From an optimization exercise on the open Yosys and OpenROAD flow, aimed at small area, a short achievable clock period and few clock cycles; shortcuts taken in it are not production practice. No functional check of the RTL was part of any run shown here.

### flow/config.mk
export PLATFORM = sky130hd
export DESIGN_NAME = pft_lzd
export DESIGN_NICKNAME = pft_lzd
export VERILOG_FILES = /design/flow/design.v
export SDC_FILE = /design/flow/constraint.sdc
export NUM_CORES = 8
export LEC_CHECK = 0
export CAP_MARGIN = 20
export CORE_MARGIN = 2
export CORE_UTILIZATION = 35
export SETUP_SLACK_MARGIN = 3
export SLEW_MARGIN = 20
export SYNTH_HIERARCHICAL = 1
### flow/constraint.sdc
create_clock -name core_clock -period 12.0 [get_ports {clk}]
set_input_delay 2.4000 -clock core_clock [delete_from_list [all_inputs] [get_ports {clk}]]
set_output_delay 2.4000 -clock core_clock [all_outputs]
set_load 0.01 [all_outputs]
### flow/design.v
module pft_lzd (
    input  wire        clk,
    input  wire        rst,           
    input  wire [7:0]  reg_addr,      
    input  wire        reg_we,
    input  wire [31:0] reg_wdata,
    output reg  [31:0] reg_rdata,
    output wire        irq,
    output reg         buf_en,
    output reg         buf_we,
    output reg  [16:0] buf_addr,
    output reg  [7:0]  buf_wdata,
    input  wire [7:0]  buf_rdata,
    output reg         out_re,
    output reg  [24:0] out_raddr,
    input  wire [7:0]  out_rdata,
    output reg         out_we,
    output reg  [24:0] out_waddr,
    output reg  [7:0]  out_wdata
);
    localparam [3:0] F_ALIGN   = 4'd2;
    localparam [3:0] F_OOB     = 4'd3;
    localparam [3:0] F_CSUM    = 4'd4;
    localparam [3:0] F_NOSIG   = 4'd5;
    localparam [3:0] F_OVERSZ  = 4'd6;
    localparam [3:0] F_INCOMPL = 4'd7;
    localparam [3:0] F_ZEROOFF = 4'd8;
    localparam [3:0] F_NOTRL   = 4'd9;
    localparam [3:0] F_OUTCAP  = 4'd10;
    localparam [3:0] F_OFFBEF  = 4'd11;
    localparam [3:0] F_ILLCMD  = 4'd12;
    localparam [4:0]
        S_IDLE  = 5'd0,
        S_CMD   = 5'd1,    
        S_CK    = 5'd2,    
        S_CKE   = 5'd3,    
        S_HDR   = 5'd4,    
        S_HDR1  = 5'd5,    
        S_HDRC  = 5'd6,    
        S_RAWC  = 5'd7,    
        S_RAW   = 5'd8,    
        S_RSKIP = 5'd9,    
        S_TOK   = 5'd10,   
        S_MSK1  = 5'd11,   
        S_CP1   = 5'd12,   
        S_EXT   = 5'd13,   
        S_CPC   = 5'd14,   
        S_CPY   = 5'd15,   
        S_TRL   = 5'd16,   
        S_TRL1  = 5'd17,   
        S_IV    = 5'd18,   
        S_XC    = 5'd19,   
        S_XR    = 5'd20,   
        S_XW    = 5'd21;   
    reg  [4:0]  state;
    reg  [1:0]  ctrl_op;
    reg         ctrl_endian;
    reg         ctrl_ie;
    reg         st_done;
    reg         st_err;
    reg  [3:0]  err_code;     
    reg         errf;         
    reg  [31:0] buf_len;
    reg  [7:0]  model;
    reg  [31:0] xbase, xivoff, xstart, xlen;
    reg  [17:0] ic;           
    reg  [25:0] oc;           
    reg  [31:0] iv0, iv1, iv2, iv3;    
    reg         kv;           
    reg  [17:0] sp;           
    reg  [31:0] acc;          
    reg         ckc;          
    reg  [22:0] cnt;          
    reg  [7:0]  s0;           
    reg  [15:0] blen;         
    reg  [15:0] rem;          
    reg  [16:0] mask;         
    reg         mflag;        
    reg  [10:0] offm1;        
    reg  [7:0]  hb;           
    reg         hv;           
    reg         sig_nz;       
    wire busy = (state != S_IDLE);
    assign irq = ctrl_ie & (st_done | st_err);
    wire [7:0] sbyte = hv ? hb : buf_rdata;
    wire cpy_last = (cnt == 23'd1);
    wire cpy_mrg;
    reg pop;                  
    always @* begin
        case (state)
            S_HDR, S_HDR1, S_TRL, S_TRL1, S_TOK, S_MSK1, S_CP1, S_EXT, S_RAW, S_RSKIP:
                pop = 1'b1;
            S_CPY:
                pop = cpy_mrg;
            default:
                pop = 1'b0;
        endcase
    end
    wire stream = (state >= S_CKE) && (state <= S_TRL1);
    wire [24:0] x_relh  = {blen, offm1[8:0]};
    wire [6:0]  x_b     = s0[6:0];                       
    wire [4:0]  kidx    = busy ? x_b[6:2] : reg_addr[6:2];
    wire [31:0] key_w;
    pft_lzd_key u_key (.idx(kidx), .iv0(iv0), .iv1(iv1), .iv2(iv2), .iv3(iv3), .key(key_w));
    wire [31:0] x_mw    = acc - {x_relh, 7'd0};
    wire [31:0] x_mword = (x_b[1:0] == 2'd0) ? x_mw : acc;
    reg  [7:0]  x_mbyte;
    always @* begin
        case (ctrl_endian ? ~x_b[1:0] : x_b[1:0])
            2'd0: x_mbyte = x_mword[7:0];
            2'd1: x_mbyte = x_mword[15:8];
            2'd2: x_mbyte = x_mword[23:16];
            default: x_mbyte = x_mword[31:24];
        endcase
    end
    wire        xsel_iv = (state == S_IDLE) || (state == S_CMD);
    wire [31:0] xsum_b  = xsel_iv ? xivoff : xstart;
    wire [32:0] xsum    = {1'b0, xbase} + {1'b0, xsum_b};
    wire [18:0] xend    = {1'b0, xsum[17:0]} + (xsel_iv ? 19'd16 : {1'b0, xlen[17:0]});
    wire        x_hi    = (xbase[31:18] != 14'd0) || (xsum_b[31:18] != 14'd0) || xsum[18];
    wire        x_oob   = x_hi || (!xsel_iv && (xlen[31:18] != 14'd0)) ||
                          (xend > {1'b0, buf_len[17:0]});
    reg         xoob_r;
    always @(posedge clk) xoob_r <= x_oob;
    wire [10:0] cp_off   = {s0[7:5], sbyte};
    wire [22:0] cp_len   = {18'd0, s0[4:0]} + 23'd3;
    wire        cp_ext   = (s0[4:0] == 5'd7);
    wire [17:0] sp_inc  = sp + 18'd1;
    wire [22:0] cnt_nx  = cnt + ((state == S_EXT) ? {15'd0, sbyte} : 23'h7FFFFF);
    wire        ck_last = (sp_inc == buf_len[17:0]);
    wire [8:0]  ck_sum  = {1'b0, acc[7:0]} + {1'b0, buf_rdata} + {8'd0, ckc & (sp[1:0] != 2'd0)};
    wire [7:0]  ck_lane = ck_sum[7:0];
    wire        ck_cout = ck_sum[8];
    wire [25:0] oc_inc  = oc + 26'd1;
    wire [23:0] oc_plus = {1'b0, oc[22:0]} + {1'b0, cnt};
    wire        oc_over = oc[25] || (oc[24] && oc[23] && oc_plus[23] && (oc_plus[22:0] != 23'd0));
    wire [6:0]  oc_p6   = {1'b0, oc[5:0]} + {1'b0, cp_len[5:0]};
    wire        oc_ovcp = oc[25] || (oc[24] && oc[23] && (oc[22:6] == 17'h1FFFF) && (oc_p6 > 7'd64));
    reg  [15:0] hd_len;
    reg         hd_oversz;
    always @* begin
        hd_len    = blen;
        hd_oversz = 1'b0;
        if (blen == 16'hE000) begin
            if (model == 8'd1)      hd_len = 16'hC002;
            else if (model == 8'd2) hd_len = 16'h6000;
            else                    hd_oversz = 1'b1;
        end else if (blen > 16'h8000) begin
            hd_oversz = 1'b1;
        end
    end
    wire        sp_over  = cnt[22] || ({7'd0, hd_len} > cnt);
    wire        cke_ok   = (acc == 32'd0) && (buf_len[17:0] >= 18'h1F8) && sig_nz;
    wire        hd_raw1  = (model == 8'd1) && (blen == 16'hE000);
    wire        hd_raw2  = (model == 8'd2) && ((blen == 16'hE000) || (blen == 16'h6000));
    wire        rem0     = (rem == 16'd2);             
    wire        rem_lt2  = (rem[15:2] == 14'd0);       
    wire        rem1     = (rem == 16'd3);             
    wire        gv       = (mask[15:0] != 16'd0);      
    assign      cpy_mrg  = cpy_last && !rem_lt2 && (!gv || mask[16]);
    wire [17:0] t_pos    = ic + {16'd0, mflag, 1'b0};  
    reg  [4:0]  nstate;
    reg         flt;
    reg  [3:0]  fcode;
    reg  [31:0] fin, fval;
    reg         fin_done;
    always @* begin
        nstate   = state;
        flt      = 1'b0;
        fcode    = 4'd0;
        fin      = 32'd0;
        fval     = 32'd0;
        fin_done = 1'b0;
        case (state)
            S_CMD: begin
                if (ctrl_op == 2'd3) begin
                    flt = 1'b1; fcode = F_ILLCMD; fin = 32'd0; fval = 32'd3;
                end else if ((buf_len[31:18] != 14'd0) || (buf_len[17] && (buf_len[16:0] != 17'd0))) begin
                    flt = 1'b1; fcode = F_OOB; fin = buf_len; fval = 32'd0;
                end else if (ctrl_op == 2'd0) begin
                    if (buf_len[1:0] != 2'd0) begin
                        flt = 1'b1; fcode = F_CSUM; fin = buf_len; fval = {30'd0, buf_len[1:0]};
                    end else if (buf_len[17:0] == 18'd0) begin
                        flt = 1'b1; fcode = F_OOB; fin = 32'h1F6; fval = 32'd2;
                    end else begin
                        nstate = S_CK;
                    end
                end else begin
                    if (xoob_r) begin
                        flt = 1'b1; fcode = F_OOB; fin = xsum[31:0]; fval = 32'd16;
                    end else begin
                        nstate = S_IV;
                    end
                end
            end
            S_CK: if (ck_last) nstate = S_CKE;
            S_CKE: begin
                if (acc != 32'd0) begin
                    flt = 1'b1; fcode = F_CSUM; fin = 32'd0; fval = acc;
                end else if (buf_len[17:0] < 18'h1F8) begin
                    flt = 1'b1; fcode = F_OOB; fin = 32'h1F6; fval = 32'd2;
                end else if (!sig_nz) begin
                    flt = 1'b1; fcode = F_NOSIG; fin = 32'h1F6; fval = 32'd0;
                end else if (buf_len[17:0] < 18'h202) begin
                    flt = 1'b1; fcode = F_OOB; fin = 32'h200; fval = 32'd2;
                end else begin
                    nstate = S_HDR;
                end
            end
            S_HDR:  nstate = S_HDR1;
            S_HDR1: nstate = S_HDRC;
            S_HDRC: begin
                if (blen == 16'd0) begin
                    fin_done = 1'b1;
                end else if (hd_oversz) begin
                    flt = 1'b1; fcode = F_OVERSZ; fin = {14'd0, ic}; fval = {16'd0, blen};
                end else if (sp_over) begin
                    flt = 1'b1; fcode = F_INCOMPL; fin = {14'd0, ic}; fval = {16'd0, hd_len};
                end else if (hd_raw1 || hd_raw2) begin
                    nstate = S_RAWC;
                end else if (hd_len < 16'd2) begin
                    flt = 1'b1; fcode = F_NOTRL; fin = {14'd0, ic}; fval = {16'd0, hd_len};
                end else begin
                    nstate = (hd_len == 16'd2) ? S_TRL : S_TOK;
                end
            end
            S_RAWC: begin
                if (oc_over) begin
                    flt = 1'b1; fcode = F_OUTCAP; fin = {14'd0, ic}; fval = {9'd0, cnt};
                end else begin
                    nstate = S_RAW;
                end
            end
            S_RAW:   if (cnt == 23'd1) nstate = rem0 ? S_HDR : S_RSKIP;
            S_RSKIP: if (rem1) nstate = S_HDR;
            S_TOK: begin
                if (!gv) begin
                    if (rem_lt2) begin
                        flt = 1'b1; fcode = F_INCOMPL; fin = {14'd0, sp}; fval = {16'd0, blen};
                    end else begin
                        nstate = S_MSK1;
                    end
                end else if (!mask[16]) begin
                    if (rem0) begin
                        flt = 1'b1; fcode = F_INCOMPL; fin = {14'd0, sp}; fval = {16'd0, blen};
                    end else if (oc[25]) begin
                        flt = 1'b1; fcode = F_OUTCAP; fin = {14'd0, sp}; fval = 32'd1;
                    end else begin
                        nstate = rem1 ? S_TRL : S_TOK;
                    end
                end else begin
                    if (rem_lt2) begin
                        flt = 1'b1; fcode = F_INCOMPL; fin = {14'd0, sp}; fval = {16'd0, blen};
                    end else begin
                        nstate = S_CP1;
                    end
                end
            end
            S_MSK1: nstate = S_TOK;
            S_CP1: begin
                if (cp_ext) begin
                    nstate = S_EXT;
                end else if (cp_off == 11'd0) begin
                    flt = 1'b1; fcode = F_ZEROOFF; fin = {14'd0, t_pos}; fval = {9'd0, cp_len};
                end else if ((oc[25:11] == 15'd0) && (cp_off > oc[10:0])) begin
                    flt = 1'b1; fcode = F_OFFBEF; fin = {14'd0, t_pos}; fval = {21'd0, cp_off};
                end else if (oc_ovcp) begin
                    flt = 1'b1; fcode = F_OUTCAP; fin = {14'd0, t_pos}; fval = {9'd0, cp_len};
                end else begin
                    nstate = S_CPY;
                end
            end
            S_EXT: begin
                if (rem0) begin
                    flt = 1'b1; fcode = F_INCOMPL; fin = {14'd0, sp}; fval = {16'd0, blen};
                end else if (sbyte != 8'hFF) begin
                    nstate = S_CPC;
                end
            end
            S_CPC: begin
                if (offm1 == 11'h7FF) begin
                    flt = 1'b1; fcode = F_ZEROOFF; fin = {14'd0, t_pos}; fval = {9'd0, cnt};
                end else if ((oc[25:11] == 15'd0) && (offm1 >= oc[10:0])) begin
                    flt = 1'b1; fcode = F_OFFBEF; fin = {14'd0, t_pos}; fval = {21'd0, offm1 + 11'd1};
                end else if (oc_over) begin
                    flt = 1'b1; fcode = F_OUTCAP; fin = {14'd0, t_pos}; fval = {9'd0, cnt};
                end else begin
                    nstate = S_CPY;
                end
            end
            S_CPY: if (cpy_last) nstate = cpy_mrg ? (gv ? S_CP1 : S_MSK1) : (rem0 ? S_TRL : S_TOK);
            S_TRL: nstate = S_TRL1;
            S_TRL1: begin
                if ({s0, sbyte} != 16'd0) begin
                    flt = 1'b1; fcode = F_NOTRL; fin = {14'd0, ic}; fval = {16'd0, s0, sbyte};
                end else begin
                    nstate = S_HDR;
                end
            end
            S_IV: begin
                if (cnt[3:0] == 4'd0) begin
                    if (ctrl_op == 2'd2) fin_done = 1'b1;
                    else                 nstate = S_XC;
                end
            end
            S_XC: begin
                if (xstart[6:0] != 7'd0 || xlen[6:0] != 7'd0) begin
                    flt = 1'b1; fcode = F_ALIGN; fin = xstart; fval = xlen;
                end else if (xlen == 32'd0) begin
                    fin_done = 1'b1;
                end else if (xoob_r) begin
                    flt = 1'b1; fcode = F_OOB; fin = xsum[31:0]; fval = xlen;
                end else begin
                    nstate = S_XR;
                end
            end
            S_XR: nstate = S_XW;
            S_XW: if (cnt == 23'd1) fin_done = 1'b1; else nstate = S_XR;
            default: nstate = S_IDLE;
        endcase
        if (flt || fin_done) nstate = S_IDLE;
    end
    always @* begin
        buf_en    = 1'b0;
        buf_we    = 1'b0;
        buf_addr  = sp_inc[16:0];
        buf_wdata = buf_rdata ^ x_mbyte;
        out_re    = 1'b0;
        out_raddr = oc[24:0] + {14'h3FFF, ~((state == S_CP1) ? cp_off : offm1)} +
                    {24'd0, (state == S_CP1) || ((state == S_CPY) && (offm1 != 11'd0))};
        out_we    = 1'b0;
        out_waddr = oc[24:0];
        out_wdata = sbyte;
        case (state)
            S_CMD: begin
                buf_en = 1'b1;
                if (ctrl_op != 2'd0) buf_addr = xsum[16:0];
            end
            S_CK: begin
                buf_en = 1'b1;
                if (ck_last) buf_addr = 17'h200;
            end
            S_IV: buf_en = (cnt[3:0] != 4'd0);
            S_TOK: begin
                buf_en = 1'b1;
                out_we = gv & ~mask[16] & ~rem0 & ~oc[25];
            end
            S_RAW: begin
                buf_en = 1'b1;
                out_we = 1'b1;
            end
            S_CP1: begin
                buf_en = 1'b1;
                out_re = 1'b1;
            end
            S_CPC: out_re = 1'b1;
            S_CPY: begin
                buf_en    = pop;
                out_re    = 1'b1;
                out_we    = 1'b1;
                out_wdata = out_rdata;
            end
            S_XR: begin
                buf_en   = 1'b1;
                buf_addr = sp[16:0];
            end
            S_XW: begin
                buf_en   = 1'b1;
                buf_we   = 1'b1;
                buf_addr = sp[16:0];
            end
            default: buf_en = pop;
        endcase
    end
    always @* begin
        reg_rdata = 32'd0;
        if (reg_addr[7]) begin
            if (kv) reg_rdata = key_w;
        end else begin
            case (reg_addr[6:2])
                5'h00: reg_rdata = {27'd0, ctrl_ie, ctrl_endian, ctrl_op, 1'b0};
                5'h01: reg_rdata = {16'd0, 4'd0, st_err ? err_code : 4'd0, 5'd0, st_err, st_done, busy};
                5'h02: reg_rdata = buf_len;
                5'h03: reg_rdata = {24'd0, model};
                5'h04: reg_rdata = xbase;
                5'h05: reg_rdata = xivoff;
                5'h06: reg_rdata = xstart;
                5'h07: reg_rdata = xlen;
                5'h08: reg_rdata = {6'd0, oc};
                5'h09: reg_rdata = {14'd0, ic};
                5'h0A: reg_rdata = errf ? {blen, mask[15:0]} : 32'd0;
                5'h0B: reg_rdata = errf ? {6'd0, oc} : 32'd0;
                5'h0C: reg_rdata = errf ? acc : 32'd0;
                5'h0D: reg_rdata = 32'h0200_0000;
                5'h0E: reg_rdata = 32'h0002_0000;
                default: reg_rdata = 32'd0;
            endcase
        end
    end
    wire start = reg_we && (reg_addr == 8'h00) && !busy && reg_wdata[0];
    always @(posedge clk) begin
        if (rst) begin
            state       <= S_IDLE;
            ctrl_op     <= 2'd0;
            ctrl_endian <= 1'b0;
            ctrl_ie     <= 1'b0;
            st_done     <= 1'b0;
            st_err      <= 1'b0;
            errf        <= 1'b0;
            buf_len     <= 32'd0;
            model       <= 8'd0;
            xbase       <= 32'd0;
            xivoff      <= 32'd0;
            xstart      <= 32'd0;
            xlen        <= 32'd0;
            ic          <= 18'd0;
            oc          <= 26'd0;
            kv          <= 1'b0;
        end else begin
            if (reg_we) begin
                case (reg_addr)
                    8'h00: begin
                        ctrl_ie <= reg_wdata[4];
                        if (!busy) begin
                            ctrl_op     <= reg_wdata[2:1];
                            ctrl_endian <= reg_wdata[3];
                        end
                    end
                    8'h04: begin
                        if (reg_wdata[1]) st_done <= 1'b0;
                        if (reg_wdata[2]) st_err  <= 1'b0;
                    end
                    8'h08: if (!busy) buf_len <= reg_wdata;
                    8'h0C: if (!busy) model   <= reg_wdata[7:0];
                    8'h10: if (!busy) xbase   <= reg_wdata;
                    8'h14: if (!busy) xivoff  <= reg_wdata;
                    8'h18: if (!busy) xstart  <= reg_wdata;
                    8'h1C: if (!busy) xlen    <= reg_wdata;
                    default: ;
                endcase
            end
            if (start) begin
                st_done <= 1'b0;
                st_err  <= 1'b0;
                errf    <= 1'b0;
                ic      <= 18'd0;
                oc      <= 26'd0;
                state   <= S_CMD;
            end else begin
                state <= nstate;
            end
            if (flt) begin
                st_err <= 1'b1;
                errf   <= 1'b1;
            end
            if (fin_done) st_done <= 1'b1;
            if (state == S_IV && cnt[3:0] == 4'd0) kv <= 1'b1;
            if (state == S_CKE && cke_ok) ic <= 18'h200;
            if (!flt) case (state)
                S_HDRC: ic <= sp;                       
                S_RAW:  if (cnt == 23'd1 && rem0) ic <= sp_inc;
                S_RSKIP: if (rem1) ic <= sp_inc;
                S_TOK:  if (gv && !mask[16]) ic <= sp_inc;
                S_CPY:  if (cnt == 23'd1) ic <= sp;
                S_TRL1: ic <= sp_inc;
                S_XW:   if (cnt == 23'd1) ic <= sp_inc;
                default: ;
            endcase
            if (out_we) oc <= oc_inc;
        end
    end
    always @(posedge clk) begin
        hb <= sbyte;
        if (stream) begin
            hv <= ~pop;
            if (pop) sp <= sp_inc;
        end
        if (flt) err_code <= fcode;
        case (state)
            S_IDLE: sp <= 18'h3FFFF;        
            S_CMD: begin
                acc    <= 32'd0;
                ckc    <= 1'b0;
                sig_nz <= 1'b0;
                cnt    <= 23'd15;
                sp     <= (ctrl_op == 2'd0) ? 18'd0 : xsum[17:0];
            end
            S_CK: begin
                hv  <= 1'b0;
                acc <= {ck_lane, acc[31:8]};
                ckc <= ck_cout;
                if ((sp[17:1] == 17'h000FB) && (buf_rdata != 8'd0)) sig_nz <= 1'b1;
                sp  <= ck_last ? 18'h200 : sp_inc;
            end
            S_HDR:  s0   <= sbyte;
            S_HDR1: begin
                blen <= {s0, sbyte};
                cnt  <= {5'd0, buf_len[17:0]} - {5'd0, sp} - 23'd7;
            end
            S_HDRC: begin
                blen  <= hd_len;
                cnt   <= hd_raw1 ? 23'h00C000 : 23'h006000;
                rem   <= (hd_raw1 || hd_raw2) ? (hd_raw1 ? 16'd4 : 16'd2) : hd_len;
                mask  <= 17'd0;
                mflag <= 1'b0;
            end
            S_RAW:   cnt <= cnt_nx;
            S_RSKIP: rem <= rem - 16'd1;
            S_TOK: begin
                s0  <= sbyte;
                rem <= rem - 16'd1;
                if (!gv) begin
                    mflag <= 1'b1;
                end else begin
                    mask <= {mask[15:0], 1'b0};
                    if (!mask[16]) mflag <= 1'b0;
                end
            end
            S_MSK1: begin
                mask <= {s0, sbyte, 1'b1};
                rem  <= rem - 16'd1;
            end
            S_CP1: begin
                offm1 <= cp_off - 11'd1;
                cnt   <= cp_len;
                rem   <= rem - 16'd1;
            end
            S_EXT: begin
                cnt <= cnt_nx;
                rem <= rem - 16'd1;
            end
            S_CPY: begin
                cnt <= cnt_nx;
                if (cpy_last) mflag <= 1'b0;
                if (cpy_mrg) begin
                    s0  <= sbyte;
                    rem <= rem - 16'd1;
                    if (!gv) mflag <= 1'b1;
                    else     mask  <= {mask[15:0], 1'b0};
                end
            end
            S_TRL: s0 <= sbyte;
            S_IV: begin
                sp  <= sp_inc;
                cnt <= cnt_nx;
                if (ctrl_endian) iv3 <= {iv3[23:0], buf_rdata};
                else             iv3 <= {buf_rdata, iv3[31:8]};
                if (cnt[1:0] == 2'd0 && cnt[3:2] != 2'd0) begin
                    iv2 <= ctrl_endian ? {iv3[23:0], buf_rdata} : {buf_rdata, iv3[31:8]};
                    iv1 <= iv2;
                    iv0 <= iv1;
                end
            end
            S_XC: begin
                cnt  <= {5'd0, xlen[17:0]};
                sp   <= xsum[17:0];
                s0   <= 8'd0;
                blen <= xstart[31:16];
                offm1[8:0] <= xstart[15:7];
            end
            S_XR: if (x_b[1:0] == 2'd0) acc <= key_w;
            S_XW: begin
                cnt <= cnt_nx;
                sp  <= sp_inc;
                s0  <= s0 + 8'd1;
                if (x_b[1:0] == 2'd0) acc <= x_mw;
                if (x_b == 7'd127) {blen, offm1[8:0]} <= x_relh + 25'd1;
            end
            default: ;
        endcase
        if (flt) begin
            acc        <= fval;               
            blen       <= fin[31:16];         
            mask[15:0] <= fin[15:0];
        end
    end
endmodule
module pft_lzd_key (
    input  wire [4:0]  idx,
    input  wire [31:0] iv0, iv1, iv2, iv3,
    output wire [31:0] key
);
    wire [31:0] lo = idx[0] ? iv1 : iv0;
    wire [31:0] hi = idx[0] ? iv3 : iv2;
    wire [31:0] a  = idx[1] ? hi : lo;
    wire [31:0] b  = idx[1] ? lo : hi;
    reg  [31:0] c;
    always @* begin
        case (idx[4:3])
            2'd0: c = iv0;
            2'd1: c = iv1;
            2'd2: c = iv2;
            default: c = iv3;
        endcase
    end
    wire [31:0] cs = idx[2] ? ~c : c;
    wire [31:0] k  = idx[2] ? {31'd0, idx[1]} : (idx[1] ? 32'd0 : 32'hFFFF_FFFF);
    assign key = a + ~b + cs + k;
endmodule
### flow/flow/run.sh
#!/bin/bash
# Own flow: the standard layout (standard.sh, unchanged synthesis), with the
# port buffers made of sky130_fd_sc_hd__buf_4 instead of the delay buffer that
# buffer_ports picks by default. Every port still gets its own buffer.
set -euo pipefail
W=$(pwd)
sed 's#^make -C \(.*\) "\${@:-finish}"$#make -C \1 "BUFFER_PORTS_ARGS=-buffer_cell sky130_fd_sc_hd__buf_4" "${@:-finish}"#' standard.sh > own_standard.sh
grep -q 'BUFFER_PORTS_ARGS=-buffer_cell sky130_fd_sc_hd__buf_4' own_standard.sh
bash own_standard.sh finish > make_finish.log 2>&1
test -s out/final.def
### flow/standard.sh
#!/bin/bash
# synth_recipe.tcl (not shown) runs the flow's synth.tcl, then flattens the netlist and writes it again
# the make line also repeats each setting of config.mk as NAME=value (left out here)
make -C /OpenROAD-flow-scripts/flow DESIGN_CONFIG=/design/flow/config.mk WORK_HOME=/design/flow/orfs CLKGATE_MAP_FILE= SYNTH_SCRIPT=/design/flow/synth_recipe.tcl "${@:-finish}"
==> results.yml, run 1 <==
status:
  run_status: "complete, but fails checks"
  violatedChecks: "max-capacitance violations, max-slew violations"
timing:
  worst-slew-pin-transition_ns: 1.52
  setup_viol: 0
  hold-worst-slack_ns: 0.467
  tcrit_tclk_final: 0.817
  max_slew_margin: -0.0292
  fin_skew_ns: 0.0535
  report.final.slew_viol_count: 2
  hold_viol_final: 0
  fmaxAchievable_mhz: 102
  setup_repair_after_global_routing_missed_its_margin: "yes"
  timing.final.crit_period_ns: 9.80
  timing.setup.tns_ns: 0
yosys:
  synth_ff_type: "sky130_fd_sc_hd__edfxtp_1"
  synth_async_sr_flop_share: 0
  post_synth_num_cell_types: 115
  synth_edf_count: 276
  synth_sequential_area_ratio: 0.285
  total_of_flip_flops_plus_latches_after_synthesis: 511
  synth.net_count: 5786
  avg_synthesized_cell_area_um2: 8.45
  yosys_warnings: 8
  syn-cell-area_um2: 45500
  syn_inst: 5390
clock_tree:
  htree_num_levels: 3
  clk_root_buffer_cell: "sky130_fd_sc_hd__clkbuf_16"
  clk_pin_slew_worst_paths_ns: 0.06
  worst_skew_pair.late_latency_ns: 0.68
  tritoncts.num_buffers: 67
  tritoncts: "yes"
  ctsLongestPathBuffers: 3
  post_cts_hold_buffer_count: 0
  numClockSinks: 511
placement:
  post_dp_cell_area_um2: 49000
  hpwlAfterDp_mm: 181
  place_congestion: 1.04
  portBuffers: 178
global_route:
  global_route_met1_utilization: 0.464
  antenna_found_initial: 29
  global_route.usage.total: 0.349
  grt_first_pass_wirelength_mm: 332
  most_crowded_layer_gr: "met2"
  overflow: 0
  grt_util_met2: 0.473
  grt_max_degree: 99
  grt_util_met3: 0.149
  first_global_vias: 43700
final_layout:
  combined_flip_flop_and_latch_cell_area_um2: 13000
  final_core_util: 0.407
  layout-drive-gt1-share: 0.160
  layout.nets: 5892
  flow.area_growth_from_synthesis_pct: 15.6
  post-route-cell-area_um2: 52600
  multi_input_comb_area_um2: 31000
  nFillCells: 12900
min_path:
  hp-class: "flip-flop to flip-flop"
critical_path:
  critical_path_buf_inv_count: 9
  crit_path_top_delay_cell: "sky130_fd_sc_hd__mux4_2"
  critPathMaxStageDelay_ns: 0.54
  cp.arrival_ns: 7.40
  worst_setup_path_start_kind: "primary input"
  critical-path-top-delay-family: "compound AO/OA/AOI/OAI gates"
  critPathCaptureType: "primary output"
  required_ns: 9.60
  worst-path-max-fanout: 6
  crit_chain: "buf_12, clkinvlp_4, o21ai_4, buf_12, mux4_2, xnor2_2, fa_1, inv_2, fa_1, inv_2, ha_4, buf_4, buf_4, a211oi_4, o21ai_2, a22oi_2, buf_4, nor3_4, o21a_1, o311ai_2, nand2_1, o21ai_1, buf_4"
  worstSetupPathType: "primary input to primary output"
  crit_top_cell: "sky130_fd_sc_hd__buf_4"
route:
  drt_first_iter_violations: 7877
  post-route-drc-count: 0
  drt-wirelength-per-cell_um: 33.0
  ant_nets: 0
  drt_first_pass_iters: 13
  drt_wl_total_mm: 241
  vias_per_cell: 6.60
  routed-via-count: 48300
floorplan:
  pin_count: 179
  die_ht_um: 365
  start_util: 0.352
  fp.dieArea_um2: 133000
  core.rowCount: 132
  core-area_um2: 129000
  die-width_um: 365
job:
  max_cap_violations: 1
stage by stage:
step	instances	setup slack [ns]
after global placement	7119	1.42
after detailed placement	7119	1.39
final	7315	2.20
after CTS	7268	2.41
after global routing	7291	2.10
after floorplan	5390	3.01
cell type report:
cell class                 instances  area share
tap                             1742      0.0414
sequential                       511       0.247
inverter                         270      0.0198
clock inverter                    33     0.00704
clock buffer                      86      0.0356
multi-input combinational       4256       0.590
timing repair buffer             390      0.0582
antenna                           27     0.00128
layout by cell type (no fill, tap or decap), types with 33 or more instances in the layout:
cell                        instances
sky130_fd_sc_hd__dfxtp_1          233
sky130_fd_sc_hd__nor4_1            76
sky130_fd_sc_hd__nor3_1           107
sky130_fd_sc_hd__a21o_1            79
sky130_fd_sc_hd__and3_1            35
sky130_fd_sc_hd__buf_4            366
sky130_fd_sc_hd__a31oi_1           54
sky130_fd_sc_hd__nor2b_1           55
sky130_fd_sc_hd__a22oi_1           90
sky130_fd_sc_hd__mux2_2            69
sky130_fd_sc_hd__xor2_1            76
sky130_fd_sc_hd__mux4_2            94
sky130_fd_sc_hd__o211ai_1          47
sky130_fd_sc_hd__nand2b_1          46
sky130_fd_sc_hd__nor2_1           314
sky130_fd_sc_hd__a22o_1            67
sky130_fd_sc_hd__o22ai_1           36
sky130_fd_sc_hd__a21oi_1          448
sky130_fd_sc_hd__nand2_1          712
sky130_fd_sc_hd__edfxtp_1         276
sky130_fd_sc_hd__or3_1             33
sky130_fd_sc_hd__a221oi_1          55
sky130_fd_sc_hd__o21a_1            46
sky130_fd_sc_hd__a222oi_1          69
sky130_fd_sc_hd__clkbuf_16         71
sky130_fd_sc_hd__xnor2_1          186
sky130_fd_sc_hd__mux2i_1           43
sky130_fd_sc_hd__inv_1            251
sky130_fd_sc_hd__ha_1             250
sky130_fd_sc_hd__o21ai_0          317
sky130_fd_sc_hd__nand3_1          140
sky130_fd_sc_hd__fa_1              70
sky130_fd_sc_hd__nand4_1           59
synthesized netlist by cell type (all sizes together) (55+ instances only):
master	instances	area, um^2
nor2b	55	344
nand4	61	394
nand3	143	726
nor2	329	1230
dfxtp	235	4700
xnor2	206	1810
nand2	726	2730
mux4	94	2120
a222oi	69	691
a21o	84	634
xor2	78	683
edfxtp	276	8290
ha	264	3300
nor3	124	658
a21oi	460	2310
buf	79	458
a22o	67	587
clkbuf	275	1030
a22oi	91	688
nor4	82	532
mux2	70	788
o21ai	353	1770
a221oi	56	490
a31oi	56	350
fa	73	1460
inv	262	986
final timing paths:
kind,cells past startpoint,slack [ns],endpoint,start
hold / removal,2,0.47,xivoff[0],xivoff[0]
setup / recovery,23,2.20,reg_rdata[20],reg_addr[5]
setup reg to reg,28,3.65,xoob_r,state[4]
hold reg to reg,2,0.47,xivoff[0],xivoff[0]
worst reg2reg max path, delay by kind of cell (launching register included):
kind / cells / cell delay [ns]
buf+inv: 4 / 1.40
flops: 1 / 0.29
xor+xnor: 2 / 0.90
mux: 1 / 0.49
fa+ha+maj: 3 / 0.93
simple gates: 7 / 1.70
compound gates: 11 / 2.50
Yosys stat by module (local to each module, per instance):
module / flops+latches / area (um^2) / copies in the design / cells inside
pft_lzd: 511 / 39900 / 1 / 4896
pft_lzd_key: 0 / 5610 / 1 / 494
cells by family (layout without fill, tap and decap cells):
| family | count (synthesis) | in the layout | synth area share |
|---|---|---|---|
| xor gates and xnor gates | 287 | 287 | 0.0563 |
| adders and majority gates | 338 | 338 | 0.105 |
| buffers and inverters | 624 | 779 | 0.0551 |
| DFF | 511 | 511 | 0.285 |
| other | 0 | 27 | 0 |
| and+or+nand+nor | 1764 | 1765 | 0.182 |
| muxes | 210 | 210 | 0.0742 |
| AOI/OAI and AO/OA | 1656 | 1656 | 0.242 |
metal layers:
metal  vias to the layer above  routed length (um)
met5                         -                 437
met4                        35               14600
met1                     23500               95300
met3                       710               36800
li1                      20400                   -
met2                      3591               94100
what timing repair did:
action                     CTS  global route
cloned                       1             0
setup buffers               29            20
gates resized for setup     87            88
pin swaps                   27            35
setup endpoints to repair   40            36
==> run 2, diff against run 1 <==
--- a/flow/design.v
+++ b/flow/design.v
@@ -52,5 +52,7 @@
         S_XC    = 5'd19,   
         S_XR    = 5'd20,   
-        S_XW    = 5'd21;   
+        S_XW    = 5'd21,   
+        S_T0    = 5'd22,   
+        S_T1    = 5'd23;   
     reg  [4:0]  state;
     reg  [1:0]  ctrl_op;
@@ -67,4 +69,5 @@
     reg  [25:0] oc;           
     reg  [31:0] iv0, iv1, iv2, iv3;    
+    reg  [31:0] tmp0, tmp1;            
     reg         kv;           
     reg  [17:0] sp;           
@@ -102,7 +105,8 @@
     wire [4:0]  kidx    = busy ? x_b[6:2] : reg_addr[6:2];
     wire [31:0] key_w;
-    pft_lzd_key u_key (.idx(kidx), .iv0(iv0), .iv1(iv1), .iv2(iv2), .iv3(iv3), .key(key_w));
-    wire [31:0] x_mw    = acc - {x_relh, 7'd0};
-    wire [31:0] x_mword = (x_b[1:0] == 2'd0) ? x_mw : acc;
+    pft_lzd_key u_key (.idx(kidx), .tmp0(tmp0), .tmp1(tmp1),
+                       .iv0(iv0), .iv1(iv1), .iv2(iv2), .iv3(iv3), .key(key_w));
+    wire [31:0] x_mw    = key_w - {x_relh, 7'd0};
+    wire [31:0] x_mword = acc;
     reg  [7:0]  x_mbyte;
     always @* begin
@@ -298,9 +302,9 @@
                 end
             end
-            S_IV: begin
-                if (cnt[3:0] == 4'd0) begin
-                    if (ctrl_op == 2'd2) fin_done = 1'b1;
-                    else                 nstate = S_XC;
-                end
+            S_IV: if (cnt[3:0] == 4'd0) nstate = S_T0;
+            S_T0: nstate = S_T1;
+            S_T1: begin
+                if (ctrl_op == 2'd2) fin_done = 1'b1;
+                else                 nstate = S_XC;
             end
             S_XC: begin
@@ -455,5 +459,5 @@
             end
             if (fin_done) st_done <= 1'b1;
-            if (state == S_IV && cnt[3:0] == 4'd0) kv <= 1'b1;
+            if (state == S_T1) kv <= 1'b1;
             if (state == S_CKE && cke_ok) ic <= 18'h200;
             if (!flt) case (state)
@@ -551,5 +555,13 @@
                     iv0 <= iv1;
                 end
+                tmp0 <= iv0;
+                tmp1 <= iv1;
+                s0   <= 8'h50;
+            end
+            S_T0: begin
+                tmp0 <= key_w;                    
+                s0   <= 8'h74;                    
             end
+            S_T1: tmp1 <= key_w;                  
             S_XC: begin
                 cnt  <= {5'd0, xlen[17:0]};
@@ -559,10 +571,9 @@
                 offm1[8:0] <= xstart[15:7];
             end
-            S_XR: if (x_b[1:0] == 2'd0) acc <= key_w;
+            S_XR: if (x_b[1:0] == 2'd0) acc <= x_mw;
             S_XW: begin
                 cnt <= cnt_nx;
                 sp  <= sp_inc;
                 s0  <= s0 + 8'd1;
-                if (x_b[1:0] == 2'd0) acc <= x_mw;
                 if (x_b == 7'd127) {blen, offm1[8:0]} <= x_relh + 25'd1;
             end
@@ -578,11 +589,9 @@
 module pft_lzd_key (
     input  wire [4:0]  idx,
+    input  wire [31:0] tmp0, tmp1,
     input  wire [31:0] iv0, iv1, iv2, iv3,
     output wire [31:0] key
 );
-    wire [31:0] lo = idx[0] ? iv1 : iv0;
-    wire [31:0] hi = idx[0] ? iv3 : iv2;
-    wire [31:0] a  = idx[1] ? hi : lo;
-    wire [31:0] b  = idx[1] ? lo : hi;
+    wire [31:0] t = (idx[0] ? tmp1 : tmp0) ^ {32{idx[1]}};
     reg  [31:0] c;
     always @* begin
@@ -594,6 +603,6 @@
         endcase
     end
-    wire [31:0] cs = idx[2] ? ~c : c;
-    wire [31:0] k  = idx[2] ? {31'd0, idx[1]} : (idx[1] ? 32'd0 : 32'hFFFF_FFFF);
-    assign key = a + ~b + cs + k;
+    wire [31:0] x = idx[2] ? t : ~(t ^ c);
+    wire [31:0] y = idx[2] ? ~c : {t[30:0] | c[30:0], 1'b0};
+    assign key = x + y;
 endmodule
--- a/flow/config.mk
+++ b/flow/config.mk
@@ -9,5 +9,5 @@
 export CORE_MARGIN = 2
 export CORE_UTILIZATION = 35
-export SETUP_SLACK_MARGIN = 3
+export SETUP_SLACK_MARGIN = 4
 export SLEW_MARGIN = 20
 export SYNTH_HIERARCHICAL = 1
==> run 2 against run 1 <==
Net effect: now clean on timing, DRC and antenna; via count grew 0.40%; clock-buffer cell count grew 10; sequential share of layout area grew 2.2 points; first-iteration DRC count shrank 4.4%; flip-flop and latch count grew 64; non-clock buffer count grew 126; critical endpoint is now reg_rdata[26].
==> results.yml, run 2 <==
status:
  run_status: "no timing/DRC/antenna violations"
clock_tree:
  tritoncts: "yes"
  tritoncts.num_buffers: 72
  worst_skew_pair.late_latency_ns: 0.74
  post_cts_hold_buffer_count: 0
  ctsLongestPathBuffers: 3
  clk_pin_slew_worst_paths_ns: 0.06
  clk_root_buffer_cell: "sky130_fd_sc_hd__clkbuf_16"
  numClockSinks: 575
  htree_num_levels: 3
critical_path:
  crit_chain: "buf_12, nand2_4, o21ai_4, buf_12, buf_4, mux4_2, inv_1, ha_1, mux2i_2, ha_4, o21ai_0, a2111oi_4, o41ai_4, buf_6, a21boi_4, nor4b_2, nor3_1, buf_4, nand2_2, o21ai_2, buf_4"
  required_ns: 9.60
  crit_path_top_delay_cell: "sky130_fd_sc_hd__mux4_2"
  critPathMaxStageDelay_ns: 0.52
  worstRegToRegCells: 32
  cp.arrival_ns: 6.15
  critPathCaptureType: "primary output"
  worst_setup_path_start_kind: "primary input"
  worst-path-max-fanout: 9
  crit_top_cell: "sky130_fd_sc_hd__buf_4"
  worstSetupPathType: "primary input to primary output"
final_layout:
  layout_common_cells: "709 x sky130_fd_sc_hd__nand2_1, 473 x sky130_fd_sc_hd__buf_4, 456 x sky130_fd_sc_hd__a21oi_1"
  mostFrequentLayoutCell: "sky130_fd_sc_hd__nand2_1"
  layout.nets: 6013
  final_core_util: 0.427
  flow.area_growth_from_synthesis_pct: 20.6
  layout-drive-gt1-share: 0.193
global_route:
  overflow: 0
  global_route.usage.total: 0.348
  grt_max_degree: 78
  antenna_found_initial: 22
  first_global_vias: 44500
  grt_first_pass_wirelength_mm: 339
yosys:
  total_of_flip_flops_plus_latches_after_synthesis: 575
  synth_top_cells_by_count: "734 x sky130_fd_sc_hd__nand2_1, 488 x sky130_fd_sc_hd__a21oi_1, 340 x sky130_fd_sc_hd__edfxtp_1"
  avg_synthesized_cell_area_um2: 8.50
  yosys-top-cells-area: "sky130_fd_sc_hd__edfxtp_1 22%, sky130_fd_sc_hd__dfxtp_1 10%, sky130_fd_sc_hd__ha_1 8.0%, sky130_fd_sc_hd__nand2_1 6.0%, sky130_fd_sc_hd__a21oi_1 5.3%"
  synth_ff_type: "sky130_fd_sc_hd__edfxtp_1"
  post-synth-top-area-fraction: 0.222
  post_synth_num_cell_types: 96
  syn_inst: 5402
  synth_sequential_area_ratio: 0.325
  synth_most_common_cell: "sky130_fd_sc_hd__nand2_1"
  syn-cell-area_um2: 45900
  synth.net_count: 5765
  synth_edf_count: 340
  yosys_warnings: 8
  synth_async_sr_flop_share: 0
  synth_top_cell_by_area: "sky130_fd_sc_hd__edfxtp_1"
timing:
  tcrit_tclk_final: 0.713
  timing.setup.tns_ns: 0
  setup_viol: 0
  fin_skew_ns: 0.0571
  worst-slew-pin-transition_ns: 1.23
  hold_viol_final: 0
  max_slew_margin: 0.177
  fmaxAchievable_mhz: 117
  report.final.slew_viol_count: 0
  timing.final.crit_period_ns: 8.55
  setup_repair_after_global_routing_missed_its_margin: "yes"
floorplan:
  fp.dieArea_um2: 134000
  start_util: 0.354
  core.rowCount: 132
  pin_count: 179
  die_ht_um: 366
  core-area_um2: 130000
  die-width_um: 366
route:
  post-route-drc-count: 0
  drt-wirelength-per-cell_um: 32.8
  routed-via-count: 48400
  met2_wirelength_mm: 101
  drt_wl_total_mm: 245
  met1_length_mm: 92.4
  ant_nets: 0
  vias_per_cell: 6.49
  wl_met3_mm: 31.4
  top_metal_used: "met5"
  drt_first_iter_violations: 7534
  drt_first_pass_iters: 8
placement:
  portBuffers: 178
  hpwlAfterDp_mm: 179
  place_congestion: 1.05
min_path:
  hold_path_depth: 0
  hp-class: "flip-flop to flip-flop"
job:
  max_cap_violations: 0
[run 2: changes by cell type in the layout (fill, tap and decap cells not counted), sizes merged, moves of 54 or more]
cell,before,now
mux2,70,128
buf,390,515
edfxtp,276,340
mux4,94,40
fa,73,12
mux2i,46,119
[run 2: kinds of logic after synthesis]
| logic type | Yosys count | synth area share |
|---|---|---|
| compound gates | 1620 | 0.232 |
| xor+xnor | 297 | 0.0572 |
| fa+ha+maj | 304 | 0.0848 |
| buf+inv | 600 | 0.0519 |
| flops | 575 | 0.325 |
| mux | 287 | 0.0769 |
| simple gates | 1719 | 0.173 |
[run 2: repair_timing]
action                                  4_1_cts  5_1_grt
cloned                                        3        1
pin swaps                                    83       56
endpoints found under the setup margin       84       64
setup buffers                                88       58
resized for setup                           270       96
[run 2: cell type report]
class,instances,area (um^2)
Clock inverter,37,497
Clock buffer,96,1980
Timing Repair Buffer,516,4290
Multi-Input combinational cell,4227,30500
Tap cell,1742,2180
Sequential cell,575,14900
Antenna cell,16,40.0
Fill cell,12900,74400
Inverter,258,976
[run 2: per-stage QoR]
stage	hold slack, ns	instance area [um^2]	instances	setup slack, ns
after floorplan	0.421	46100	5402	3.87
after global placement	0.438	49800	7165	2.34
after detailed placement	0.429	49800	7168	2.26
after CTS	0.442	54300	7392	3.56
after global routing	0.459	55400	7456	3.34
final	0.445	55400	7467	3.45
[run 2: layer usage]
layer  GRT usage  up-vias
met2       0.500     3555
met5           0        -
met1       0.446    23400
li1            -    20600
met4       0.242       16
met3       0.103      855
[run 2: per-module statistics from Yosys, one instance, submodules excluded]
module / copies in the design / area [um^2] / cells inside / flip-flops and latches
pft_lzd: 1 / 41600 / 4886 / 575
pft_lzd_key: 1 / 4370 / 516 / 0
[run 2: worst paths after layout]
kind / start / end / slack, ns
setup reg to reg: state[0] / acc[30] / 4.26
setup / recovery: reg_addr[5] / reg_rdata[26] / 3.45
hold / removal: iv2[22] / iv1[22] / 0.45
hold reg to reg: iv2[22] / iv1[22] / 0.45
[run 2: worst max-delay path: cells and delay by family]
| family | cells | cell delay [ns] |
|---|---|---|
| AND/OR/NAND/NOR | 4 | 0.38 |
| buffers and inverters | 7 | 0.99 |
| multiplexers | 2 | 0.73 |
| AO/OA/AOI/OAI | 6 | 1.13 |
| adder cells (fa/ha/maj) | 2 | 0.48 |
==> run 3, diff against run 2 <==
--- a/flow/design.v
+++ b/flow/design.v
@@ -54,5 +54,6 @@
         S_XW    = 5'd21,   
         S_T0    = 5'd22,   
-        S_T1    = 5'd23;   
+        S_T1    = 5'd23,   
+        S_IVA   = 5'd24;   
     reg  [4:0]  state;
     reg  [1:0]  ctrl_op;
@@ -194,5 +195,5 @@
                         flt = 1'b1; fcode = F_OOB; fin = xsum[31:0]; fval = 32'd16;
                     end else begin
-                        nstate = S_IV;
+                        nstate = S_IVA;
                     end
                 end
@@ -302,4 +303,5 @@
                 end
             end
+            S_IVA: nstate = S_IV;
             S_IV: if (cnt[3:0] == 4'd0) nstate = S_T0;
             S_T0: nstate = S_T1;
@@ -325,4 +327,8 @@
         if (flt || fin_done) nstate = S_IDLE;
     end
+    wire [24:0] cp_raddr;
+    pft_lzd_raddr u_raddr (.oc(oc[24:0]), .off((state == S_CP1) ? cp_off : offm1),
+                           .cin((state == S_CP1) || ((state == S_CPY) && (offm1 != 11'd0))),
+                           .raddr(cp_raddr));
     always @* begin
         buf_en    = 1'b0;
@@ -331,13 +337,13 @@
         buf_wdata = buf_rdata ^ x_mbyte;
         out_re    = 1'b0;
-        out_raddr = oc[24:0] + {14'h3FFF, ~((state == S_CP1) ? cp_off : offm1)} +
-                    {24'd0, (state == S_CP1) || ((state == S_CPY) && (offm1 != 11'd0))};
+        out_raddr = cp_raddr;
         out_we    = 1'b0;
         out_waddr = oc[24:0];
         out_wdata = sbyte;
         case (state)
-            S_CMD: begin
-                buf_en = 1'b1;
-                if (ctrl_op != 2'd0) buf_addr = xsum[16:0];
+            S_CMD: buf_en = (ctrl_op == 2'd0);
+            S_IVA: begin
+                buf_en   = 1'b1;
+                buf_addr = sp[16:0];
             end
             S_CK: begin
@@ -607,2 +613,10 @@
     assign key = x + y;
 endmodule
+module pft_lzd_raddr (
+    input  wire [24:0] oc,
+    input  wire [10:0] off,
+    input  wire        cin,
+    output wire [24:0] raddr
+);
+    assign raddr = oc + {14'h3FFF, ~off} + {24'd0, cin};
+endmodule
--- a/flow/config.mk
+++ b/flow/config.mk
@@ -9,5 +9,5 @@
 export CORE_MARGIN = 2
 export CORE_UTILIZATION = 35
-export SETUP_SLACK_MARGIN = 4
+export SETUP_SLACK_MARGIN = 3.5
 export SLEW_MARGIN = 20
 export SYNTH_HIERARCHICAL = 1
==> run 3 against run 2 <==
Net effect: still clean; cell count down 0.24%; via count down 0.15%; flip-flop and latch count unchanged; clock skew down 0.018 ns; final area down 1.6%; register-to-register slack worse by 0.17 ns; synthesized area up 0.59%; non-clock buffer count down 51; largest cell class unchanged.
==> results.yml, run 3 <==
final_layout:
  layout_common_cells: "728 x sky130_fd_sc_hd__nand2_1, 467 x sky130_fd_sc_hd__a21oi_1, 442 x sky130_fd_sc_hd__buf_4"
  mostFrequentLayoutCell: "sky130_fd_sc_hd__nand2_1"
  layout-drive-gt1-share: 0.179
  layout.nets: 5992
  flow.area_growth_from_synthesis_pct: 18.0
  post_layout_nonfiller_instances: 7449
  final_core_util: 0.415
placement:
  preCtsSetupSlack_ns: 2.31
  place_congestion: 1.05
  hpwlAfterDp_mm: 179
  portBuffers: 178
  place.detailed.instances: 7194
timing:
  fmaxAchievable_mhz: 115
  tcrit_tclk_final: 0.722
  worst-slew-pin-transition_ns: 1.17
  fin_skew_ns: 0.0393
  timing.setup.tns_ns: 0
  timing.final.ws_setup_ns: 3.33
  max_slew_margin: 0.217
  hold_viol_final: 0
  setup_repair_after_global_routing_missed_its_margin: "yes"
  timing.final.crit_period_ns: 8.67
  setup_viol: 0
  report.final.slew_viol_count: 0
floorplan:
  core.rowCount: 133
  die-width_um: 367
  fp.dieArea_um2: 135000
  die_ht_um: 367
  pin_count: 179
  start_util: 0.352
  core-area_um2: 131000
yosys:
  synth_compound_gate_area_share: 0.232
  yosys-top-cells-area: "sky130_fd_sc_hd__edfxtp_1 22%, sky130_fd_sc_hd__dfxtp_1 10%, sky130_fd_sc_hd__ha_1 7.9%, sky130_fd_sc_hd__nand2_1 6.1%, sky130_fd_sc_hd__a21oi_1 5.3%"
  synth_fa_ha_area_frac: 0.0845
  synthSimpleGateAreaFrac: 0.179
  synth_top_cell_by_area: "sky130_fd_sc_hd__edfxtp_1"
  synth_top_cells_by_count: "750 x sky130_fd_sc_hd__nand2_1, 493 x sky130_fd_sc_hd__a21oi_1, 344 x sky130_fd_sc_hd__nor2_1"
  synth.net_count: 5795
  yosys_warnings: 8
  syn-cell-area_um2: 46200
  synth_most_common_cell: "sky130_fd_sc_hd__nand2_1"
  largest_family_of_logic_cells_by_synthesized_area: "compound AO/OA/AOI/OAI gates"
  synth_async_sr_flop_share: 0
  syn_inst: 5432
  synth_sequential_area_ratio: 0.323
  synth_edf_count: 340
  post-synth-top-area-fraction: 0.221
  synth.area.mux_share: 0.0763
  total_of_flip_flops_plus_latches_after_synthesis: 575
  post_synth_num_cell_types: 108
  avg_synthesized_cell_area_um2: 8.51
  synth_xor_xnor_area_share: 0.0550
  synth_ff_type: "sky130_fd_sc_hd__edfxtp_1"
route:
  drt-wirelength-per-cell_um: 32.5
  top_metal_used: "met5"
  drt_first_iter_violations: 7438
  met2_wirelength_mm: 100
  routed-via-count: 48400
  ant_nets: 0
  drt_wl_total_mm: 242
  met1_length_mm: 93.9
  vias_per_cell: 6.49
  drt_first_pass_iters: 10
  post-route-drc-count: 0
  wl_met3_mm: 28.3
critical_path:
  cp-endpoint: "reg_rdata[29]"
  origin_of_the_critical_flop_to_flop_path: "state[4]"
  required_ns: 9.60
  crit_start: "reg_addr[5]"
  reg2reg_setup_slack_ns: 4.09
  worstRegToRegCells: 26
  critPathCaptureType: "primary output"
  regToRegEndpoint: "xoob_r"
  worst-path-max-fanout: 8
  cp.arrival_ns: 6.27
  worst_setup_path_start_kind: "primary input"
  worstSetupPathType: "primary input to primary output"
min_path:
  hp-class: "flip-flop to flip-flop"
  hold_path_depth: 0
clock_tree:
  tritoncts: "yes"
  numClockSinks: 575
  post_cts_hold_buffer_count: 0
  clk_pin_slew_worst_paths_ns: 0.06
  htree_num_levels: 3
  tritoncts.num_buffers: 75
  worst_skew_pair.late_latency_ns: 0.68
  ctsLongestPathBuffers: 3
  clk_root_buffer_cell: "sky130_fd_sc_hd__clkbuf_16"
global_route:
  antenna_found_initial: 15
  first_global_vias: 44000
  global_route.usage.total: 0.342
  overflow: 0
  grt_first_pass_wirelength_mm: 335
  grt_max_degree: 73
job:
  max_cap_violations: 0
status:
  run_status: "no timing/DRC/antenna violations"
## run 3: cell count changes after synthesis, sizes merged, moves of 12 or more
| cell | change |
|---|---|
| xnor2 | -17 |
| inv | -18 |
| a211oi | +12 |
| nand2 | +17 |
| and3 | +14 |
| nor2b | -19 |
| nor3 | -13 |
| nor2 | +14 |
| nand4 | +14 |
| a21o | +16 |
| o2bb2ai | -13 |
| a22o | +12 |
| o221ai | -12 |
## run 3: modules after synthesis (local to each module, per instance)
module	cell area, um^2	cells inside	flip-flops and latches
pft_lzd	40900	4798	575
pft_lzd_key	4370	516	0
pft_lzd_raddr	892	118	0
## run 3: repair_timing
action,in CTS,in global routing
buffers inserted,55,56
setup endpoints to repair,35,41
gates cloned,0,0
gates resized for setup,136,151
pin swaps,41,75
## run 3: kinds of logic after synthesis
| family | Yosys count |
|---|---|
| muxes | 286 |
| buffers and inverters | 581 |
| adders and majority gates | 305 |
| xor gates and xnor gates | 284 |
| and+or+nand+nor | 1764 |
| AOI/OAI and AO/OA | 1637 |
| DFF | 575 |
## run 3: critical path: stages
cell and delay (ns):
sky130_fd_sc_hd__buf_12 0.11, sky130_fd_sc_hd__nand2_8 0.07, sky130_fd_sc_hd__o21ai_4 0.21, sky130_fd_sc_hd__buf_6 0.19, sky130_fd_sc_hd__buf_6 0.12, sky130_fd_sc_hd__mux4_2 0.53
sky130_fd_sc_hd__inv_2 0.09, sky130_fd_sc_hd__ha_4 0.19, sky130_fd_sc_hd__mux2i_1 0.24, sky130_fd_sc_hd__ha_2 0.40, sky130_fd_sc_hd__a21oi_4 0.19, sky130_fd_sc_hd__nand2_2 0.09
sky130_fd_sc_hd__a221oi_4 0.38, sky130_fd_sc_hd__a31oi_4 0.13, sky130_fd_sc_hd__buf_12 0.16, sky130_fd_sc_hd__a31oi_4 0.27, sky130_fd_sc_hd__xnor2_4 0.16, sky130_fd_sc_hd__nand2_1 0.06
sky130_fd_sc_hd__o21ai_1 0.09, sky130_fd_sc_hd__buf_4 0.14
## run 3: how the worst min path moves through the flow
stage              end  slack (ns)  startpoint
6_report       iv1[27]        0.45     iv2[27]
2_1_floorplan   iv1[0]        0.42      iv2[0]
3_3_place_gp   iv1[13]        0.43     iv2[13]
5_1_grt         iv1[4]        0.45      iv2[4]
3_5_place_dp    iv1[4]        0.43      iv2[4]
4_1_cts         iv1[4]        0.45      iv2[4]
## run 3: metrics by stage
stage	hold WS, ns	area [um^2]
after floorplan	0.421	46200
after global placement	0.426	49800
after detailed placement	0.429	49800
after CTS	0.445	53400
after global routing	0.451	54500
final	0.448	54500
## run 3: layer usage
metal  up-vias  track usage
met5         -            0
met3       824       0.0894
met4        14        0.234
li1      20700            -
met1     23500        0.446
met2      3319        0.493
## run 3: layout make-up
class | instances | area, um^2
inverter | 236 | 890
timing repair buffer | 465 | 3640
clock buffer | 97 | 2070
multi-input combinational | 4276 | 30400
clock inverter | 37 | 339
tap | 1755 | 2200
sequential | 575 | 14900
antenna | 8 | 20.0
fill | 13000 | 76800
==> run 4, diff against run 3 <==
--- a/flow/config.mk
+++ b/flow/config.mk
@@ -9,5 +9,5 @@
 export CORE_MARGIN = 2
 export CORE_UTILIZATION = 35
-export SETUP_SLACK_MARGIN = 3.5
+export SETUP_SLACK_MARGIN = 3
 export SLEW_MARGIN = 20
 export SYNTH_HIERARCHICAL = 1
==> run 4 against run 3 <==
Net effect: routed wire length down 1.3%; non-clock buffer count down 90; die area unchanged; hold slack worse by 0.019 ns; final area down 3.0%.
==> results.yml, run 4 <==
status:
  run_status: "no timing/DRC/antenna violations"
clock_tree:
  numClockSinks: 575
  clk_root_buffer_cell: "sky130_fd_sc_hd__clkbuf_16"
  tritoncts: "yes"
  tritoncts.num_buffers: 73
  clk_pin_slew_worst_paths_ns: 0.05
  post_cts_hold_buffer_count: 0
  htree_num_levels: 3
  ctsLongestPathBuffers: 3
  worst_skew_pair.late_latency_ns: 0.69
critical_path:
  required_ns: 9.60
  crit_top_cell: "sky130_fd_sc_hd__buf_4"
  worst_setup_path_start_kind: "primary input"
  crit_path_top_delay_cell: "sky130_fd_sc_hd__mux4_2"
  critical-path-top-delay-family: "compound AO/OA/AOI/OAI gates"
  critical_path_buf_inv_count: 5
  reg2reg_setup_slack_ns: 3.47
  critPathMaxStageDelay_ns: 0.53
  cp.arrival_ns: 6.50
  critPathCaptureType: "primary output"
  worst-path-max-fanout: 11
  worstSetupPathType: "primary input to primary output"
  crit_chain: "buf_4, nand2_1, o21ai_4, buf_4, buf_12, buf_4, mux4_2, nor3_1, a21oi_1, ha_2, o21ai_0, a2111oi_2, o41ai_2, a21bo_2, nand2_1, xor2_4, nand2_1, o21ai_0, buf_4"
timing:
  hold_viol_final: 0
  setup_viol: 0
  timing.final.crit_period_ns: 8.90
  worst-slew-pin-transition_ns: 1.29
  max_slew_margin: 0.138
  fin_skew_ns: 0.0332
  fmaxAchievable_mhz: 112
  report.final.slew_viol_count: 0
  setup_repair_after_global_routing_missed_its_margin: "yes"
  timing.setup.tns_ns: 0
  tcrit_tclk_final: 0.742
yosys:
  avg_synthesized_cell_area_um2: 8.51
  post-synth-top-area-fraction: 0.221
  synth_async_sr_flop_share: 0
  synth_sequential_area_ratio: 0.323
  syn-cell-area_um2: 46200
  yosys-top-cells-area: "sky130_fd_sc_hd__edfxtp_1 22%, sky130_fd_sc_hd__dfxtp_1 10%, sky130_fd_sc_hd__ha_1 7.9%, sky130_fd_sc_hd__nand2_1 6.1%, sky130_fd_sc_hd__a21oi_1 5.3%"
  synth_most_common_cell: "sky130_fd_sc_hd__nand2_1"
  synth_top_cell_by_area: "sky130_fd_sc_hd__edfxtp_1"
  syn_inst: 5432
  yosys_warnings: 8
  synth.net_count: 5795
  synth_edf_count: 340
  total_of_flip_flops_plus_latches_after_synthesis: 575
  synth_top_cells_by_count: "750 x sky130_fd_sc_hd__nand2_1, 493 x sky130_fd_sc_hd__a21oi_1, 344 x sky130_fd_sc_hd__nor2_1"
  synth_ff_type: "sky130_fd_sc_hd__edfxtp_1"
  post_synth_num_cell_types: 108
global_route:
  antenna_found_initial: 25
  first_global_vias: 44100
  grt_max_degree: 82
  overflow: 0
  grt_first_pass_wirelength_mm: 333
  global_route.usage.total: 0.340
route:
  drt_first_iter_violations: 7269
  drt-wirelength-per-cell_um: 32.5
  post-route-drc-count: 0
  vias_per_cell: 6.49
  ant_nets: 0
  drt_first_pass_iters: 14
  routed-via-count: 47800
  drt_wl_total_mm: 239
final_layout:
  post-route-cell-area_um2: 52900
  flow.area_growth_from_synthesis_pct: 14.5
  nFillCells: 13100
  layout_common_cells: "741 x sky130_fd_sc_hd__nand2_1, 486 x sky130_fd_sc_hd__a21oi_1, 371 x sky130_fd_sc_hd__buf_4"
  layout-drive-gt1-share: 0.145
  mostFrequentLayoutCell: "sky130_fd_sc_hd__nand2_1"
  layout.nets: 5901
placement:
  post_dp_cell_area_um2: 49800
  hpwlAfterDp_mm: 177
  portBuffers: 178
  place_congestion: 1.07
floorplan:
  die-width_um: 367
  die_ht_um: 367
  core.rowCount: 133
  fp.dieArea_um2: 135000
  start_util: 0.352
  core-area_um2: 131000
  pin_count: 179
job:
  max_cap_violations: 0
min_path:
  hp-class: "flip-flop to flip-flop"
-- run 4: final timing paths --
check                                 start  depth (start not counted)             to
worst min-delay path                iv2[29]                          0        iv1[29]
worst max register to register     state[4]                         32        acc[28]
worst min register to register      iv2[29]                          0        iv1[29]
worst max-delay path            reg_addr[5]                         19  reg_rdata[22]
-- run 4: logic make-up (layout without fill, tap and decap cells) --
kind of cell    count (synthesis)  in the layout  share of synthesized area
fa+ha+maj                     305            305                     0.0845
buf+inv                       581            743                     0.0505
xor+xnor                      284            284                     0.0550
mux                           286            286                     0.0763
compound gates               1637           1637                      0.232
simple gates                 1764           1765                      0.179
other cells                     0             20                          0
flops                         575            575                      0.323
-- run 4: final cells by class --
class | instances | area, um^2 | area share
multi-input combinational | 4277 | 29500 | 0.558
tap | 1755 | 2200 | 0.0415
clock inverter | 35 | 360 | 0.00681
inverter | 236 | 886 | 0.0167
clock buffer | 97 | 2110 | 0.0400
timing repair buffer | 375 | 2850 | 0.0539
sequential | 575 | 14900 | 0.282
antenna | 20 | 50.0 | 0.000946
-- run 4: Yosys stat by module (local to each module, per instance) --
module         times used  cells inside  flip-flops and latches  area [um^2]
pft_lzd                 1          4798                     575        40900
pft_lzd_key             1           516                       0         4370
pft_lzd_raddr           1           118                       0          892
-- run 4: worst reg2reg max path: cells and delay by family (launching register included) --
kind,cells,cell delay (ns)
and+or+nand+nor,7,1.77
DFF,1,0.50
xor gates and xnor gates,1,0.28
buffers and inverters,5,0.93
AOI/OAI and AO/OA,13,3.06
muxes,2,0.64
adders and majority gates,4,1.18
-- run 4: what timing repair did --
item	in CTS	in global routing
setup buffers	5	22
pin swaps	3	10
gates resized for setup	22	45
cloned	0	1
endpoints found under the setup margin	28	23
-- run 4: metal layers --
layer,global-route usage,wire (um),vias to the layer above
met1,0.436,91400,23200
li1,-,-,20500
met5,0.000356,119,-
met3,0.0932,29200,781
met4,0.245,20400,18
met2,0.489,98100,3296
-- run 4: through the flow --
step	util	setup WS [ns]	hold WS [ns]	instances
5_1_grt	0.403	2.92	0.454	7355
2_1_floorplan	-	3.30	0.421	5432
6_report	0.403	3.10	0.429	7370
3_3_place_gp	0.379	2.06	0.425	7189
3_5_place_dp	0.379	2.04	0.430	7189
4_1_cts	0.399	2.80	0.445	7326

[port drivers added, routing unchanged]
How much do the figures lean on ideal ports? The routed layouts below were timed once more, with nothing changed but the port constraints. Step 1 assumes that a clkbuf_16 drives the clock port and a buf_2 every other input. Step 2 also shifts input and output timing later by t, the mid clock arrival at the registers, as if the neighbouring blocks saw the same clock. Three values: no drivers, after step 1, after step 2; two values: the first two.
| run | t, ns | setup WS [ns] | hold WS [ns] | clock arrival spread, ns | slew at the worst register clock pin (ns) |
|---|---|---|---|---|---|
| run 1 | 0.728 | 2.196 / 2.131 / 2.131 | 0.467 / 0.467 / 0.467 | 0.054 / 0.054 | 0.07 / 0.07 |
| run 2 | 0.789 | 3.448 / 3.384 / 3.384 | 0.445 / 0.445 / 0.445 | 0.059 / 0.059 | 0.08 / 0.08 |
| run 3 | 0.736 | 3.331 / 3.269 / 3.238 | 0.448 / 0.448 / 0.448 | 0.042 / 0.042 | 0.07 / 0.07 |
| run 4 | 0.748 | 3.097 / 3.025 / 2.651 | 0.429 / 0.429 / 0.429 | 0.034 / 0.033 | 0.07 / 0.07 |
For run 4, which loses most, drivers alone change the setup slack by -0.072 ns; drivers and shift together by -0.446 ns.
